Background: an optimization exercise with open tools, aiming at a short achievable clock period and few clock cycles. Do not read the settings as production practice. Only simulation tests tie the RTL to the original design; equivalence was not proved. Power and IR drop assume default switching activity.

==> flow/design.v <==
module lm15_lge (
    input  wire        clk,
    input  wire        rst,
    input  wire        cmd_valid,
    input  wire [87:0] cmd_word,
    output wire        busy,
    output reg         ill,
    output reg         lcd_ce,       
    output reg         lcd_rs,       
    output reg         tx_valid,
    output reg  [7:0]  tx_data,
    input  wire        tx_ready,
    output reg         mem_re,
    output reg  [1:0]  mem_space,    
    output reg  [15:0] mem_addr,
    input  wire [15:0] mem_rdata
);
    localparam [3:0] IL_TAG_YS_LO = 4'h4;
    localparam [3:0] IL_TAG_YS_HI = 4'h5;
    localparam [3:0] IL_TAG_YE_LO = 4'h6;
    localparam [3:0] IL_TAG_YE_HI = 4'h7;
    localparam [3:0] IL_TAG_MODE  = 4'h8;
    localparam [1:0] SP_FONT = 2'd0, SP_TEXT = 2'd1, SP_PIXB = 2'd2, SP_PIXT = 2'd3;
    reg        busy_r;
    reg        start;                  
    reg [7:0]  op, a, b, c, d;
    reg [15:0] fg, bg, ptr;
    assign busy = busy_r;
    wire take = cmd_valid & ~busy_r;
    always @(posedge clk) begin
        if (~busy_r) begin
            op  <= cmd_word[87:80];
            a   <= cmd_word[79:72];
            b   <= cmd_word[71:64];
            c   <= cmd_word[63:56];
            d   <= cmd_word[55:48];
            fg  <= cmd_word[47:32];
            bg  <= cmd_word[31:16];
            ptr <= cmd_word[15:0];
        end
    end
    reg        pv;                     
    reg [7:0]  px0, py0, px1, py1;     
    reg [8:0]  pw, ph;                 
    reg        pdata;                  
    reg        pmem;                   
    reg        pglyph;                 
    reg [7:0]  pbits;
    reg        dv;
    reg [79:0] dbytes;                 
    reg [8:0]  drem;                   
    reg        ddata, dzero, dmem, dglyph;
    reg [8:0]  dw, dh;
    reg [7:0]  dbits;
    wire       gen_load;               
    localparam [4:0]
        PR_IDLE  = 5'd0,
        PR_DEC   = 5'd1,
        PR_LINE  = 5'd2,               
        PR_L2    = 5'd3,               
        PR_L3    = 5'd4,               
        PR_B1    = 5'd5,               
        PR_B2    = 5'd6,               
        PR_B3    = 5'd7,               
        PR_B4    = 5'd8,               
        PR_R1    = 5'd9,
        PR_R2    = 5'd10,
        PR_R3    = 5'd11,
        PR_TRD   = 5'd12,              
        PR_TW1   = 5'd13,
        PR_TCH   = 5'd14,
        PR_TCH2  = 5'd15,
        PR_TGB   = 5'd16,
        PR_TRW   = 5'd17,
        PR_TW2   = 5'd18,
        PR_TWW   = 5'd19,
        PR_TCOL  = 5'd20,
        PR_TW3   = 5'd21,
        PR_TBITS = 5'd22,
        PR_TEMIT = 5'd23,
        PR_TSP   = 5'd24;
    reg [4:0]  pst;
    reg        prod_busy;
    reg [7:0]  lx, ly, lx2, ly2, ldx, ldy;
    reg        lsy;                    
    reg        lhv;                    
    reg signed [10:0] lerr;
    reg        lstx, lsty;
    reg [7:0]  rx1, ry1;
    reg [7:0]  sx;                     
    reg [7:0]  sy7;                    
    reg [15:0] sp;                     
    reg [7:0]  sch;
    reg [10:0] sgt;                    
    reg [10:0] sgb;                    
    reg [7:0]  sgw, scol, sbits;
    reg        f_on;
    reg [15:0] f_ptr;
    reg [1:0]  f_space;
    reg        s_re;
    reg [1:0]  s_space;
    reg [15:0] s_addr;
    always @(*) begin
        s_re = 1'b0; s_space = SP_FONT; s_addr = {5'b0, sgb};
        case (pst)
            PR_TRD:  begin s_re = 1'b1; s_space = SP_TEXT; s_addr = sp; end
            PR_TRW:  s_re = 1'b1;
            PR_TCOL: s_re = (scol != sgw);
            default: ;
        endcase
    end
    wire [7:0] ac1   = a + c - 8'd1;
    wire [7:0] bd1   = b + d - 8'd1;
    wire       swp   = (a > c);
    wire [7:0] il_ye = a + b - 8'd1;
    wire [7:0] n_x   = swp ? c : a;
    wire [7:0] n_x2  = swp ? a : c;
    wire       vmin  = (b > d);
    wire [7:0] n_y   = (a == c) ? (vmin ? d : b) : (swp ? d : b);
    wire [7:0] n_y2  = (a == c) ? (vmin ? b : d) : (swp ? b : d);
    wire [8:0] ldy_s = {1'b0, ly2} - {1'b0, ly};
    wire [8:0] ldy_n = {1'b0, ly} - {1'b0, ly2};
    wire signed [10:0] sdx = $signed({3'b0, ldx});
    wire signed [10:0] sdy = $signed({3'b0, ldy});
    wire [10:0] gb6 = {sgt[8:0], 2'b00} + {sgt[9:0], 1'b0};
    task set_p;
        input [7:0] x0, y0, x1, y1;
        input [8:0] w, h;
        input       dat, mem, gly;
        input [7:0] bt;
        begin
            pv <= 1'b1;
            px0 <= x0; py0 <= y0; px1 <= x1; py1 <= y1;
            pw <= w; ph <= h;
            pdata <= dat; pmem <= mem; pglyph <= gly; pbits <= bt;
        end
    endtask
    reg        raw_go;
    reg [79:0] raw_bytes;
    reg [8:0]  raw_rem;
    always @(*) begin
        raw_go    = 1'b0;
        raw_bytes = 80'd0;
        raw_rem   = 9'd0;
        if (pst == PR_DEC) case (op)
            8'h02: begin raw_go = 1'b1; raw_rem = 9'b11;
                raw_bytes[79:56] = {8'hF4, 4'hB, a[7:4], 4'hA, a[3:0]}; end
            8'h03: begin raw_go = 1'b1; raw_rem = 9'b1;
                raw_bytes[79:64] = {8'hF0, 7'b1000_000, a[0]}; end
            8'h04: begin raw_go = 1'b1; raw_rem = 9'b1;
                raw_bytes[79:64] = {8'hF0, a[0] ? 8'h99 : 8'h91}; end
            8'h05: begin raw_go = 1'b1; raw_rem = 9'b11;
                raw_bytes[79:56] = {8'hF0, 4'h4, a[3:0], 4'h5, a[7:4]}; end
            8'h06: begin raw_go = 1'b1; raw_rem = 9'b1111111;
                raw_bytes[79:16] = {8'hF5, IL_TAG_YS_LO, a[3:0], IL_TAG_YS_HI, a[7:4],
                                    8'hF5, IL_TAG_YE_LO, il_ye[3:0], IL_TAG_YE_HI, il_ye[7:4],
                                    8'hF5, IL_TAG_MODE, 2'b00, c[1:0]}; end
            default: ;
        endcase
    end
    always @(posedge clk) begin
        if (rst) begin
            pst       <= PR_IDLE;
            prod_busy <= 1'b0;
            pv        <= 1'b0;
            ill       <= 1'b0;
            f_on      <= 1'b0;
        end else begin
            if (take) begin
                pst       <= PR_DEC;
                prod_busy <= 1'b1;
                f_on      <= 1'b0;
            end else case (pst)
                PR_DEC: begin
                    rx1 <= ac1; ry1 <= bd1;
                    lx <= n_x; lx2 <= n_x2; ly <= n_y; ly2 <= n_y2;
                    lhv <= (a == c) | (b == d);
                    case (op)
                        8'h01: begin set_p(a, b, ac1, bd1, {1'b0, c}, {1'b0, d}, 1'b0, 1'b0, 1'b0, 8'd0);
                                     pst <= PR_IDLE; prod_busy <= 1'b0; end
                        8'h02, 8'h03, 8'h04, 8'h05, 8'h06: begin
                                     pst <= PR_IDLE; prod_busy <= 1'b0; end
                        8'h10: begin set_p(a, b, a, b, 9'd1, 9'd1, 1'b1, 1'b0, 1'b0, 8'd0);
                                     pst <= PR_IDLE; prod_busy <= 1'b0; end
                        8'h11: pst <= PR_LINE;
                        8'h12: begin set_p(a, b, ac1, bd1, {1'b0, c}, {1'b0, d}, 1'b1, 1'b0, 1'b0, 8'd0);
                                     pst <= PR_IDLE; prod_busy <= 1'b0; end
                        8'h13: begin set_p(a, b, ac1, b, {1'b0, c}, 9'd1, 1'b1, 1'b0, 1'b0, 8'd0);
                                     pst <= PR_R1; end
                        8'h14: begin set_p(8'd0, 8'd0, 8'd100, 8'd79, 9'd101, 9'd80, 1'b1, 1'b0, 1'b0, 8'd0);
                                     pst <= PR_IDLE; prod_busy <= 1'b0; end
                        8'h15, 8'h16: begin
                            set_p(a, b, ac1, bd1, {1'b0, c}, {1'b0, d}, 1'b1, 1'b1, 1'b0, 8'd0);
                            f_on <= 1'b1;
                            pst <= PR_IDLE; prod_busy <= 1'b0;
                        end
                        8'h20: begin
                            sx <= a; sy7 <= b + 8'd7; sp <= ptr;
                            pst <= PR_TRD;
                        end
                        default: begin
                            ill <= 1'b1;
                            pst <= PR_IDLE; prod_busy <= 1'b0;
                        end
                    endcase
                end
                PR_LINE: if (!pv) begin
                    if (lhv) begin
                        set_p(lx, ly, lx2, ly2, {1'b0, lx2 - lx} + 9'd1, {1'b0, ly2 - ly} + 9'd1,
                              1'b1, 1'b0, 1'b0, 8'd0);
                        pst <= PR_IDLE; prod_busy <= 1'b0;
                    end else begin
                        set_p(lx, ly, lx, ly, 9'd1, 9'd1, 1'b1, 1'b0, 1'b0, 8'd0);
                        pst <= PR_L2;
                    end
                end
                PR_L2: begin
                    ldx <= lx2 - lx;
                    lsy <= ldy_s[8];
                    ldy <= ldy_s[8] ? ldy_n[7:0] : ldy_s[7:0];
                    pst <= PR_L3;
                end
                PR_L3: begin
                    lerr <= (ldx > ldy) ? $signed({4'b0, ldx[7:1]}) : -$signed({4'b0, ldy[7:1]});
                    pst <= PR_B1;
                end
                PR_B1: begin
                    lstx <= (lerr > -sdx);
                    lsty <= (lerr < sdy);
                    pst <= PR_B2;
                end
                PR_B2: begin
                    if (lstx) begin lerr <= lerr - sdy; lx <= lx + 8'd1; end
                    pst <= PR_B3;
                end
                PR_B3: begin
                    if (lsty) begin lerr <= lerr + sdx; ly <= lsy ? (ly - 8'd1) : (ly + 8'd1); end
                    pst <= PR_B4;
                end
                PR_B4: if (!pv) begin
                    set_p(lx, ly, lx, ly, 9'd1, 9'd1, 1'b1, 1'b0, 1'b0, 8'd0);
                    if (lx == lx2 && ly == ly2) begin pst <= PR_IDLE; prod_busy <= 1'b0; end
                    else pst <= PR_B1;
                end
                PR_R1: if (!pv) begin
                    set_p(a, ry1, rx1, ry1, {1'b0, c}, 9'd1, 1'b1, 1'b0, 1'b0, 8'd0);
                    pst <= PR_R2;
                end
                PR_R2: if (!pv) begin
                    set_p(a, b, a, ry1, 9'd1, {1'b0, d}, 1'b1, 1'b0, 1'b0, 8'd0);
                    pst <= PR_R3;
                end
                PR_R3: if (!pv) begin
                    set_p(rx1, b, rx1, ry1, 9'd1, {1'b0, d}, 1'b1, 1'b0, 1'b0, 8'd0);
                    pst <= PR_IDLE; prod_busy <= 1'b0;
                end
                PR_TRD: begin
                    pst <= PR_TW1;
                end
                PR_TW1: pst <= PR_TCH;
                PR_TCH: begin sch <= mem_rdata[7:0]; pst <= PR_TCH2; end
                PR_TCH2: begin
                    if (sch == 8'h00) begin pst <= PR_IDLE; prod_busy <= 1'b0; end
                    else begin
                        sp  <= sp + 16'd1;
                        sgt <= {3'b000, sch} - 11'd32;
                        pst <= PR_TGB;
                    end
                end
                PR_TGB: begin sgb <= gb6; pst <= PR_TRW; end
                PR_TRW: begin
                    sgb <= sgb + 11'd1;
                    pst <= PR_TW2;
                end
                PR_TW2: pst <= PR_TWW;
                PR_TWW: begin sgw <= mem_rdata[7:0]; scol <= 8'd0; pst <= PR_TCOL; end
                PR_TCOL: begin
                    if (scol != sgw) begin
                        sgb <= sgb + 11'd1;
                        scol <= scol + 8'd1;
                        pst <= PR_TW3;
                    end else pst <= PR_TSP;
                end
                PR_TW3: pst <= PR_TBITS;
                PR_TBITS: begin sbits <= mem_rdata[7:0]; pst <= PR_TEMIT; end
                PR_TEMIT: if (!pv) begin
                    set_p(sx, b, sx, sy7, 9'd1, 9'd8, 1'b1, 1'b0, 1'b1, sbits);
                    sx  <= sx + 8'd1;
                    pst <= PR_TCOL;
                end
                PR_TSP: if (!pv) begin
                    set_p(sx, b, sx, sy7, 9'd1, 9'd8, 1'b1, 1'b0, 1'b1, 8'd0);
                    sx  <= sx + 8'd1;
                    pst <= PR_TRD;
                end
                default: pst <= PR_IDLE;
            endcase
            if (pv && !dv) pv <= 1'b0;
        end
    end
    wire [7:0] xs = {px0[6:0] + 7'd3, 1'b0};      
    wire [7:0] xe = {px1[6:0] + 7'd3, 1'b1};      
    always @(posedge clk) begin
        if (rst) begin
            dv <= 1'b0;
        end else begin
            if (gen_load) dv <= 1'b0;
            if (!dv && raw_go) begin
                dv     <= 1'b1;
                dbytes <= raw_bytes;
                drem   <= raw_rem;
                ddata  <= 1'b0;
            end else if (!dv && pv) begin
                dv     <= 1'b1;
                dbytes <= {8'hF0, 4'h0, xs[3:0], 4'h1, xs[7:4], 4'h2, py0[3:0], 4'h3, py0[7:4],
                           8'hF5, 4'h0, xe[3:0], 4'h1, xe[7:4], 4'h2, py1[3:0], 4'h3, py1[7:4]};
                drem   <= 9'h1FF;
                ddata  <= pdata;
                dzero  <= (pw == 9'd0) | (ph == 9'd0);
                dw     <= pw;
                dh     <= ph;
                dmem   <= pmem;
                dglyph <= pglyph;
                dbits  <= pbits;
            end
        end
    end
    reg [15:0] fq0, fq1, fq2, fq3;
    reg [1:0]  fwp, frp;
    reg [2:0]  fcnt;
    reg        rd_pend;                
    reg        f_iss;                  
    wire       fpop;
    reg [15:0] fhead;
    always @(*) begin
        case (frp)
            2'd0: fhead = fq0;
            2'd1: fhead = fq1;
            2'd2: fhead = fq2;
            default: fhead = fq3;
        endcase
    end
    wire [2:0] fcred = fcnt + {2'b0, rd_pend} + {2'b0, f_iss};
    wire       f_go  = f_on & busy_r & (fcred < 3'd4);
    always @(posedge clk) begin
        if (rst) begin
            fwp <= 2'd0; frp <= 2'd0; fcnt <= 3'd0;
            rd_pend <= 1'b0; f_iss <= 1'b0;
            mem_re <= 1'b0;
        end else begin
            if (take) begin
                fwp <= 2'd0; frp <= 2'd0; fcnt <= 3'd0;
                rd_pend <= 1'b0;
            end else begin
                rd_pend <= f_iss;
                if (rd_pend) begin
                    case (fwp)
                        2'd0: fq0 <= mem_rdata;
                        2'd1: fq1 <= mem_rdata;
                        2'd2: fq2 <= mem_rdata;
                        default: fq3 <= mem_rdata;
                    endcase
                    fwp <= fwp + 2'd1;
                end
                if (fpop) frp <= frp + 2'd1;
                fcnt <= fcnt + {2'b0, rd_pend} - {2'b0, fpop};
            end
            if (pst == PR_DEC) begin
                f_ptr <= ptr; f_space <= op[0] ? SP_PIXB : SP_PIXT;
            end
            f_iss <= f_go;
            if (f_go) begin
                mem_re <= 1'b1; mem_space <= f_space; mem_addr <= f_ptr;
                f_ptr <= f_ptr + 16'd1;
            end else begin
                mem_re <= s_re; mem_space <= s_space; mem_addr <= s_addr;
            end
        end
    end
    reg        g_idle, g_win, g_gap1, g_data, g_ce1, g_gap2;
    reg [79:0] wsh;
    reg [8:0]  wrem;
    reg        g_has, g_zero, g_mem, g_gly;
    reg [8:0]  g_w, g_cols, g_rows;
    reg [7:0]  g_bits;
    reg [15:0] pc;
    reg        hilo, lastp, col1;
    reg        o_last;
    reg        s_full;
    reg        s_ce, s_rs, s_txv, s_last;
    reg [7:0]  s_byte;
    wire gen_rdy = ~s_full;
    wire fin     = ~prod_busy & ~pv & ~dv;       
    reg        gv, b_ce, b_rs, b_txv, b_last;
    reg [7:0]  b_byte;
    always @(*) begin
        gv = 1'b0; b_ce = 1'b0; b_rs = 1'b1; b_txv = 1'b0; b_last = 1'b0;
        b_byte = hilo ? pc[7:0] : pc[15:8];
        if (g_win)  begin gv = 1'b1; b_ce = 1'b1; b_rs = 1'b0; b_txv = 1'b1; b_byte = wsh[79:72]; end
        if (g_gap1) begin gv = 1'b1; end
        if (g_data) begin gv = 1'b1; b_ce = 1'b1; b_txv = 1'b1; end
        if (g_ce1)  begin gv = 1'b1; b_ce = 1'b1; end
        if (g_gap2) begin gv = 1'b1; b_last = fin; end
        if (g_idle & busy_r & ~start & fin) begin gv = 1'b1; b_last = 1'b1; end
    end
    wire gstep = gen_rdy;
    assign gen_load = gstep & dv & (g_idle | g_gap2);
    wire [15:0] ncolor = g_mem ? fhead : ((g_gly & ~g_bits[7]) ? bg : fg);
    wire pair_next = (g_gap1 & ~g_zero) | (g_data & hilo & ~lastp);
    assign fpop = gstep & pair_next & g_mem;
    always @(posedge clk) begin
        if (rst) begin
            g_idle <= 1'b1; g_win <= 1'b0; g_gap1 <= 1'b0; g_data <= 1'b0;
            g_ce1 <= 1'b0; g_gap2 <= 1'b0;
        end else if (gstep) begin
            if (gen_load) begin
                g_idle <= 1'b0; g_win <= 1'b1; g_gap2 <= 1'b0;
                wsh <= dbytes; wrem <= drem;
                g_has <= ddata; g_zero <= dzero; g_mem <= dmem; g_gly <= dglyph;
                g_w <= dw; g_cols <= dw; g_rows <= dh; g_bits <= dbits;
            end else if (g_gap2) begin
                g_gap2 <= 1'b0; g_idle <= 1'b1;
            end
            if (g_win) begin
                wsh  <= {wsh[71:0], 8'h00};
                wrem <= {1'b0, wrem[8:1]};
                if (!wrem[0]) begin
                    g_win <= 1'b0;
                    if (g_has) g_gap1 <= 1'b1; else g_gap2 <= 1'b1;
                end
            end
            if (g_gap1) begin
                g_gap1 <= 1'b0;
                hilo   <= 1'b0;
                if (g_zero) g_ce1 <= 1'b1; else g_data <= 1'b1;
            end
            if (g_ce1) begin g_ce1 <= 1'b0; g_gap2 <= 1'b1; end
            if (g_data) begin
                hilo <= ~hilo;
                if (!hilo) begin
                    lastp <= (g_cols == 9'd1) & (g_rows == 9'd1);
                    col1  <= (g_cols == 9'd1);
                end else if (lastp) begin
                    g_data <= 1'b0; g_gap2 <= 1'b1;
                end else begin
                    if (col1) begin g_cols <= g_w; g_rows <= g_rows - 9'd1; end
                    else g_cols <= g_cols - 9'd1;
                end
            end
            if (pair_next) begin
                pc <= ncolor;
                if (g_gly) g_bits <= {g_bits[6:0], 1'b0};
            end
        end
    end
    wire o_adv = ~tx_valid | tx_ready;
    always @(posedge clk) begin
        if (rst) begin
            lcd_ce <= 1'b0; lcd_rs <= 1'b1; tx_valid <= 1'b0; tx_data <= 8'h00;
            s_full <= 1'b0;
            busy_r <= 1'b0;
            start  <= 1'b0;
        end else begin
            start <= take;
            if (take) busy_r <= 1'b1;
            if (o_adv) begin
                if (s_full) begin
                    lcd_ce <= s_ce; lcd_rs <= s_rs; tx_valid <= s_txv; tx_data <= s_byte;
                    s_full <= 1'b0;
                    if (s_last) busy_r <= 1'b0;
                end else if (gv) begin
                    lcd_ce <= b_ce; lcd_rs <= b_rs; tx_valid <= b_txv; tx_data <= b_byte;
                    if (b_last) busy_r <= 1'b0;
                end else begin
                    tx_valid <= 1'b0;
                end
            end else if (gv & ~s_full) begin
                s_full <= 1'b1;
                s_ce <= b_ce; s_rs <= b_rs; s_txv <= b_txv; s_byte <= b_byte; s_last <= b_last;
            end
        end
    end
endmodule
==> flow/run.sh <==
#!/bin/bash
# synth_recipe.tcl (not shown) runs the flow's synth.tcl, then flattens the netlist and writes it again
# the make line also repeats each setting of config.mk as NAME=value (left out here)
make -C /OpenROAD-flow-scripts/flow DESIGN_CONFIG=/design/flow/config.mk WORK_HOME=/design/flow/orfs CLKGATE_MAP_FILE= SYNTH_SCRIPT=/design/flow/synth_recipe.tcl finish
==> flow/config.mk <==
export PLATFORM = sky130hd
export DESIGN_NAME = lm15_lge
export DESIGN_NICKNAME = lm15_lge
export VERILOG_FILES = /design/flow/design.v
export SDC_FILE = /design/flow/constraint.sdc
export NUM_CORES = 4
export LEC_CHECK = 0
export CAP_MARGIN = 20
export CORE_MARGIN = 2
export CORE_UTILIZATION = 40
export SLEW_MARGIN = 20
==> flow/constraint.sdc <==
create_clock -name core_clock -period 10.0 [get_ports {clk}]
set_input_delay 2.0000 -clock core_clock [delete_from_list [all_inputs] [get_ports {clk}]]
set_output_delay 2.0000 -clock core_clock [all_outputs]
set_load 0.01 [all_outputs]
==> qor.yml <==
power:
  intPower_uw: 5070
  cellPowerDensity_nw_per_um2: 170
  power_frac_seq: 0.492
  ir_worst_vdd_v: 0.000104
  clkPwrFrac: 0.418
  power_uw: 6660
  switching_power_uw: 1590
  swShare: 0.238
  combinationalPowerShare: 0.090
  p_leak_uw: 0.0142
grt:
  antenna_found_initial: 8
  grt_pass1_wl_mm: 140
  grt_pass1_vias: 23000
  grt_max_degree: 85
  grt-ovfl-total: 0
  gr-usage-all-layers: 0.209
clock_tree:
  clkSinkCount: 677
  cts_root_buf: "clkbuf_16"
  cts_hold_buf: 0
  ctsResizeCount: 0
  postCtsSetupRepairBufs: 0
  worstSkewPairLatency_ns: 0.62
  cts_buffers: 76
  cts_max_level: 3
  clk_pin_slew_ns: 0.06
  cts_tree: "done"
  clockBufferDepth: 3
setup_path:
  arrival_ns: 4.50
  worst_ep_required_time_ns: 10.22
  critPathMaxStageDelay_ns: 0.87
  crit_type: "input port to flip-flop"
  timing.rr.end: "dbytes[10]$_SDFFCE_PP0P_"
  crit_path_end_kind: "flip-flop"
  path_cells: "clkdlybuf4s50_1 -> nand2_1 -> nand2_1 -> buf_4 -> nor3b_1"
  crit_buf_inv: 2
  critPathMaxFanout: 21
  cp_common_cell: "nand2_1"
  startpoint: "cmd_valid"
  r2r_cells: 7
  crit_slowest_cell: "nor3b_1"
  crit_family: "simple AND/OR/NAND/NOR gates"
  start_kind: "input port"
  reg2reg_slack_ns: 6.22
  r2r-start: "pst[1]$_SDFFE_PN0P_"
place:
  finalWeightedCongestion: 0.953
  io_buffers: 139
  hpwl_mm: 67.3
  place_inst: 4090
die:
  fp.dieH_um: 296
  die-area_um2: 87300
  num_rows: 106
  io_pins: 140
  start_util: 0.405
  core_area_um2: 84000
  die_x_um: 296
synth:
  syn_area_um2: 34000
  async_flop_share: 0
  synth_seq_area_share: 0.586
  postSynthCellCount: 2912
  yosys_register_bits: 677
  yosysWarnings: 1
  synth_ff_type: "edfxtp_1"
  syn-mean-instance-area_um2: 11.7
  ys_types: 90
  synth_edf_count: 637
timing:
  worst_pin_slew_ns: 1.08
  slew_viol_final: 0
  setup_violations: 0
  relSlewSlack: 0.283
  finClkSkew_ns: 0.0256
  fin_setup_tns_ns: 0
  min_period_ns: 4.28
  rsz0062_at_grt: "no"
  hold_viol: 0
  period_share: 0.428
  fmax_mhz: 234
drt:
  vias: 23200
  finalWirelength_mm: 92.0
  drt_iter0_drc: 2246
  drc: 0
  drtPass1Iterations: 6
  wl_per_cell_um: 21.8
  vias_per_cell: 5.49
  ant_nets: 0
worst_hold_path:
  hold_end: "g_zero$_DFFE_PP_"
  min-delay-start: "dzero$_DFFE_PP_"
  hold_path_depth: 0
  hold_path.class: "flip-flop to flip-flop"
run_status:
  outcome: "finished clean"
finish:
  fin_nets: 3306
  drive_gt1_frac: 0.0763
  finalNonFillerCells: 4227
  syn_to_final_growth_pct: 14.9
run:
  cap_violations: 0
## worst max-delay path by stage
stage | to | slack [ns] | cells after the start
5_1_grt | sgb[2]$_DFFE_PP_ | 5.63 | 5
4_1_cts | pw[0]$_DFFE_PP_ | 5.60 | 5
3_3_place_gp | pw[2]$_DFFE_PP_ | 5.12 | 5
6_report | py0[2]$_DFFE_PP_ | 5.72 | 5
3_5_place_dp | pw[2]$_DFFE_PP_ | 4.89 | 5
2_1_floorplan | wrem[0]$_DFFE_PP_ | 1.40 | 3
## cell usage after synthesis (12+ instances only)
| cell type | n | area share |
|---|---|---|
| a31oi_1 | 29 | 0.0053 |
| a21oi_1 | 131 | 0.019 |
| a222oi_1 | 35 | 0.010 |
| nand2_1 | 343 | 0.038 |
| xnor2_1 | 102 | 0.026 |
| a22o_1 | 12 | 0.0031 |
| o21ai_0 | 167 | 0.025 |
| inv_1 | 174 | 0.019 |
| a21o_1 | 30 | 0.0066 |
| and3_1 | 43 | 0.0079 |
| and2_1 | 36 | 0.0066 |
| buf_2 | 29 | 0.0043 |
| a22oi_1 | 15 | 0.0033 |
| o21a_1 | 15 | 0.0033 |
| nor2_1 | 197 | 0.022 |
| ha_1 | 154 | 0.057 |
| a211oi_1 | 38 | 0.0084 |
| nor3b_1 | 12 | 0.0027 |
| xor2_1 | 60 | 0.015 |
| dfxtp_1 | 40 | 0.024 |
| mux2i_1 | 58 | 0.017 |
| nor3_1 | 39 | 0.0057 |
| nand2b_1 | 27 | 0.0050 |
| edfxtp_1 | 637 | 0.56 |
| clkbuf_1 | 78 | 0.0086 |
| nor4_1 | 18 | 0.0033 |
| nand4_1 | 14 | 0.0026 |
| mux2_2 | 45 | 0.015 |
| nor2b_1 | 49 | 0.0090 |
| nand3_1 | 75 | 0.011 |
| o21ai_1 | 18 | 0.0027 |
## stage by stage
stage	hold WS (ns)	utilization	cell area [um^2]	setup WS [ns]
CTS	0.418	0.465	39000	5.60
global placement	0.408	0.435	36500	5.12
finish	0.418	0.465	39100	5.72
detailed placement	0.406	0.436	36600	4.89
floorplan	0.400	-	34000	1.40
global route	0.430	0.465	39100	5.63
## layer usage
metal,vias to the layer above,routed length [um],track usage
met2,746,42600,0.332
met4,6,2190,0.0622
li1,11000,-,-
met3,144,5520,0.0310
met5,-,67,0
met1,11400,41600,0.298
## layout make-up
| cell class | count | area [um^2] |
|---|---|---|
| inverter | 179 | 674 |
| fill | 7508 | 44900 |
| timing repair buffer | 165 | 1580 |
| clock buffer | 97 | 2000 |
| sequential | 677 | 19900 |
| clock inverter | 39 | 478 |
| tap | 1134 | 1420 |
| multi-input combinational | 1935 | 13000 |
| antenna | 1 | 2.50 |
## worst register-to-register path, cell delays in order (launching register included)
cell	delay (ns)
dfxtp_1	0.59
nor2_1	0.31
nand4b_1	0.38
or2_4	0.40
a31oi_4	0.62
inv_2	0.30
a21oi_4	0.18
buf_4	0.55
## power by group through the flow
stage               Sequential, uW  Combinational [uW]  Clock, uW
global route                  3280                 661       2940
floorplan                     3300                 386          0
global placement              3340                 584          0
CTS                           3280                 598       2840
detailed placement            3340                 593          0
finish                        3280                 600       2780
## cell families (layout without fill, tap and decap cells)
kind of cell               after synthesis  in the layout  synth area share
and+or+nand+nor                        896            896             0.124
DFF                                    677            677             0.586
AOI/OAI and AO/OA                      606            606             0.117
buffers and inverters                  301            480            0.0351
adders and majority gates              164            164            0.0626
xor gates and xnor gates               163            163            0.0422
muxes                                  104            104            0.0324
other                                    1              3          0.000110
## state kept, by name, indices dropped and copies added, names as in the netlist, 11 cells and up
signal	cells
lerr	11
dbytes	47
mem_addr	16
f_ptr	16
sgb	11
fg	16
fq3	16
fq2	16
ptr	16
bg	16
wsh	73
fq1	16
fq0	16
sp	16
pc	16
## layout by cell type (no fill, tap or decap), drive strengths merged, types with 10 or more instances in the layout
cell type      count
clkdlybuf4s50    138
ha               154
nand2            343
fa                10
buf               27
clkinv            29
nand2b            27
mux2i             58
and3              43
mux2              46
a22o              12
nor3              41
o31ai             11
inv              179
nand3             75
o21bai            10
nor2b             50
and2              36
dfxtp             40
a22oi             15
o21ai            185
edfxtp           637
a21o              30
xnor2            103
nand4             14
a31oi             30
nor3b             12
a222oi            35
nor2             198
o21a              15
o211ai            11
clkbuf            97
a21oi            132
xor2              60
nor4              19
a211oi            46
Testbench counts, summed over its fixed seeds: cycles 218,033.

==> port drivers added, routing unchanged <==
The flow's constraints put no driver on any port. The routed layout listed below was extracted and timed again, unchanged, in two steps.
Step 1 assumes that a clkbuf_16 drives the clock port and a buf_2 every other input.
Step 2 moves the port delays by t, midway between the first and last clock arrival at a register: inputs arrive t later, outputs are due t later. That takes back most of the time a late clock gives input paths.
a / b / c = no drivers / after step 1 / after step 2; a / b = the first two.
t, ns: 0.677
setup WS [ns]: 5.718 / 5.763 / 5.085
worst hold slack (ns): 0.418 / 0.418 / 0.418
latest minus earliest clock arrival (ns): 0.027 / 0.027
worst data-port slew with drivers (ns): 0.07
After both steps this run still meets setup and hold. The setup slack of this run moves by +0.045 ns with the drivers and by -0.633 ns with both steps.
